This is an optimization exercise on Yosys and OpenROAD, whose aim is small area, a short achievable clock period and few clock cycles per item, not a production implementation.
Where RTL was checked, it was by simulation tests only, not by an equivalence proof against the original.

red:
## led_sce_cell
module led_sce_cell (
    input  wire               clk,
    input  wire               rst,
    input  wire [15:0]        kp,
    input  wire [15:0]        smooth,
    input  wire [15:0]        noise,
    input  wire               delta,
    input  wire               in_valid,
    output wire               in_ready,
    input  wire signed [17:0] in_target,
    input  wire signed [17:0] in_cur,
    input  wire signed [17:0] in_sm,
    output reg                out_valid,
    input  wire               out_ready,
    output reg  signed [17:0] out_cur,
    output reg  signed [17:0] out_sm,
    output reg         [7:0]  out_value
);
For scale: roughly 3800 cells after synthesis, ~280 flip-flops, ~150 I/O pins, roughly 33000 µm² of cells after synthesis.
clock: 55.0 ns
lec_check: 0
abc_area: 1
cap_margin: 20
core_margin: 2
core_utilization: 40
slew_margin: 20
synth_memory_max_bits: 65536
standard.sh (not shown) runs the stock make flow with config.mk's settings and CLKGATE_MAP_FILE= SYNTH_SCRIPT=/design/flow/synth_recipe.tcl, a recipe that flattens the netlist after the stock synthesis.
==> flow/flow/run.sh <==
#!/bin/bash
# Own layout flow: the standard layout (standard.sh, ORFS synth to finish)
# with two make variables changed:
#  * SYNTH_ARGS=-noabc: Yosys's synth skips its generic "abc -fast" pass, so
#    the full-adder trees written out in the RTL reach extract_fa as written
#    and map to sky130 fa/ha cells without extra inverters. The register
#    names and cell types are the same as in the standard synthesis.
#  * BUFFER_PORTS_ARGS: every input and output port still gets its buffer,
#    but a sky130_fd_sc_hd__buf_1 instead of the clkdlybuf4s50_1 delay cell.
#  * CTS_ARGS: clock tree synthesis without dummy loads and with clkbuf_4/clkbuf_8 buffers.
# Each tool's full output is in the ORFS logs under orfs/logs/; make's own
# output goes to flow_make.log here.
set -euo pipefail
bash standard.sh SYNTH_ARGS=-noabc "BUFFER_PORTS_ARGS=-buffer_cell sky130_fd_sc_hd__buf_1" \
  "CTS_ARGS=-sink_clustering_enable -repair_clock_nets -dont_use_dummy_load -buf_list {sky130_fd_sc_hd__clkbuf_4 sky130_fd_sc_hd__clkbuf_8}" finish > flow_make.log 2>&1
red: all stages complete, timing, DRC and antenna checks passed
The following lists how blue was set up differently from red:
--- a/flow/flow/run.sh
+++ b/flow/flow/run.sh
@@ -8,8 +8,8 @@
 #  * BUFFER_PORTS_ARGS: every input and output port still gets its buffer,
 #    but a sky130_fd_sc_hd__buf_1 instead of the clkdlybuf4s50_1 delay cell.
-#  * CTS_ARGS: clock tree synthesis without dummy loads and with clkbuf_4/clkbuf_8 buffers.
+#  * CTS_ARGS: clock tree synthesis without dummy loads.
 # Each tool's full output is in the ORFS logs under orfs/logs/; make's own
 # output goes to flow_make.log here.
 set -euo pipefail
 bash standard.sh SYNTH_ARGS=-noabc "BUFFER_PORTS_ARGS=-buffer_cell sky130_fd_sc_hd__buf_1" \
-  "CTS_ARGS=-sink_clustering_enable -repair_clock_nets -dont_use_dummy_load -buf_list {sky130_fd_sc_hd__clkbuf_4 sky130_fd_sc_hd__clkbuf_8}" finish > flow_make.log 2>&1
+  "CTS_ARGS=-sink_clustering_enable -repair_clock_nets -dont_use_dummy_load" finish > flow_make.log 2>&1
[summary]
blue ran to completion and came out clean on the timing, DRC and antenna checks. Taking red as the reference, in blue starting DRC count in detailed routing has increased; sequential share of layout area ~0 delta; met2 wire length went down. Compared red against blue; sum of routed wire length over all layers within noise. Between red and blue, net count reported at finish decreased. Summary — setup slack after layout, blue relative to red: higher, by 0.050 ns.
No run of this note included a check of the RTL's function; only the layout flow was run.

raven:
led_sce_cell, a different RTL version from the one above (not shown whole).
For scale: ~3600 cells after synthesis, about 280 flip-flops, roughly 150 I/O pins, roughly 0.032 mm2 of cells after synthesis.
clock: 55.0 ns
lec_check: 0
abc_area: 1
cap_margin: 20
core_margin: 2
core_utilization: 60
slew_margin: 20
synth_memory_max_bits: 65536
==> flow/flow/run.sh <==
#!/bin/bash
# Own layout flow: the standard layout (standard.sh, ORFS synth to finish)
# with two make variables changed:
#  * SYNTH_ARGS=-noabc: Yosys's synth skips its generic "abc -fast" pass, so
#    the full-adder trees written out in the RTL reach extract_fa as written
#    and map to sky130 fa/ha cells without extra inverters. The register
#    names and cell types are the same as in the standard synthesis.
#  * BUFFER_PORTS_ARGS: every input and output port still gets its buffer,
#    but a sky130_fd_sc_hd__buf_1 instead of the clkdlybuf4s50_1 delay cell.
#  * CTS_ARGS: clock tree synthesis without dummy loads, clusters of up to 20 sinks.
# Each tool's full output is in the ORFS logs under orfs/logs/; make's own
# output goes to flow_make.log here.
set -euo pipefail
bash standard.sh SYNTH_ARGS=-noabc "BUFFER_PORTS_ARGS=-buffer_cell sky130_fd_sc_hd__buf_1" \
  "CTS_ARGS=-sink_clustering_enable -repair_clock_nets -dont_use_dummy_load -sink_clustering_size 20 -sink_clustering_max_diameter 120 -branching_point_buffers_distance 2000 -distance_between_buffers 2000" finish > flow_make.log 2>&1
The final layout from raven, which completed every stage, passed the timing, DRC and antenna checks at the end of the flow.
Testbench counts of raven, summed over its fixed seeds: cycles 16,032, items 16,000.
Here is what was changed in the inputs of pepper compared with raven.
--- a/flow/flow/run.sh
+++ b/flow/flow/run.sh
@@ -9,2 +9,4 @@
 #    but a sky130_fd_sc_hd__buf_1 instead of the clkdlybuf4s50_1 delay cell.
+#  * SETUP_SLACK_MARGIN=43.3: the timing repair aims at paths of at most 11.7 ns (the
+#    constraints and clock period are unchanged).
 #  * CTS_ARGS: clock tree synthesis without dummy loads, clusters of up to 20 sinks.
@@ -13,3 +15,3 @@
 set -euo pipefail
-bash standard.sh SYNTH_ARGS=-noabc "BUFFER_PORTS_ARGS=-buffer_cell sky130_fd_sc_hd__buf_1" \
-  "CTS_ARGS=-sink_clustering_enable -repair_clock_nets -dont_use_dummy_load -sink_clustering_size 20 -sink_clustering_max_diameter 120 -branching_point_buffers_distance 2000 -distance_between_buffers 2000" finish > flow_make.log 2>&1
+bash standard.sh SYNTH_ARGS=-noabc "BUFFER_PORTS_ARGS=-buffer_cell sky130_fd_sc_hd__buf_1" SETUP_SLACK_MARGIN=43.3 \
+  "CTS_ARGS=-sink_clustering_enable -repair_clock_nets -dont_use_dummy_load -sink_clustering_size 20 -sink_clustering_max_diameter 120" finish > flow_make.log 2>&1
### Flow results
pepper completed end to end with timing, DRC and antenna clean. Cell area reported after detailed placement delta (raven -> pepper): insignificant. Sequential cell area in the final layout across pepper and raven: no real change. NOTE: layout overhead on the synthesized area in pepper exceeds that of raven. On clock latency on the worst-skew pair, pepper and raven are neck and neck. Share of the final layout cell area in multi-input gates is higher on raven. Going from raven to pepper, detailed-route wire length shrinks by about 2.3%. Looking at endpoint of the most critical setup path, the out_cur[12] result is from raven; the out_cur[10] one comes from pepper.
### pepper -> sierra
--- a/flow/flow/run.sh
+++ b/flow/flow/run.sh
@@ -9,4 +9,2 @@
 #    but a sky130_fd_sc_hd__buf_1 instead of the clkdlybuf4s50_1 delay cell.
-#  * SETUP_SLACK_MARGIN=43.3: the timing repair aims at paths of at most 11.7 ns (the
-#    constraints and clock period are unchanged).
 #  * CTS_ARGS: clock tree synthesis without dummy loads, clusters of up to 20 sinks.
@@ -15,3 +13,3 @@
 set -euo pipefail
-bash standard.sh SYNTH_ARGS=-noabc "BUFFER_PORTS_ARGS=-buffer_cell sky130_fd_sc_hd__buf_1" SETUP_SLACK_MARGIN=43.3 \
+bash standard.sh SYNTH_ARGS=-noabc "BUFFER_PORTS_ARGS=-buffer_cell sky130_fd_sc_hd__buf_1" \
   "CTS_ARGS=-sink_clustering_enable -repair_clock_nets -dont_use_dummy_load -sink_clustering_size 20 -sink_clustering_max_diameter 120" finish > flow_make.log 2>&1
Results
- Going from pepper to sierra, residual antenna-violating net count after detailed routing about even, pin count of the biggest net entering global routing has decreased, setup slack went up by 19 ps, filler-free cell count of the finished design has remained practically unchanged.

port drivers added, routing unchanged:
In the flow no input, the clock included, has a driving cell. The finished layouts below were timed again as built, in two steps.
Step 1, drivers: a clkbuf_16 drives clk and a buf_2 each remaining input, both assumed.
Step 2 adds t to the input delays and takes it off the output delays; t is the mean of the earliest and latest rising clock arrival at the registers after step 1. Input paths then give back, and output paths get back, about the clock's delay inside the block.
Slacks: ideal / step 1 / step 2; pairs: ideal / step 1.
run | shift t [ns] | slack for setup (ns) | worst setup path after step 2 | clock arrival spread, ns
red | 0.662 | 42.880 / 42.822 / 42.722 | input to register | 0.076 / 0.076
blue | 0.601 | 42.931 / 42.867 / 42.747 | input to register | 0.052 / 0.052
raven | 0.594 | 42.913 / 42.851 / 42.765 | input to register | 0.069 / 0.070
pepper | 0.600 | 42.893 / 42.830 / 42.819 | input to register | 0.074 / 0.074
sierra | 0.594 | 42.913 / 42.851 / 42.765 | input to register | 0.069 / 0.070
After both steps every run listed still meets setup and hold. The setup slack of blue, which loses most, moves by -0.064 ns with the drivers and by -0.184 ns with both steps.
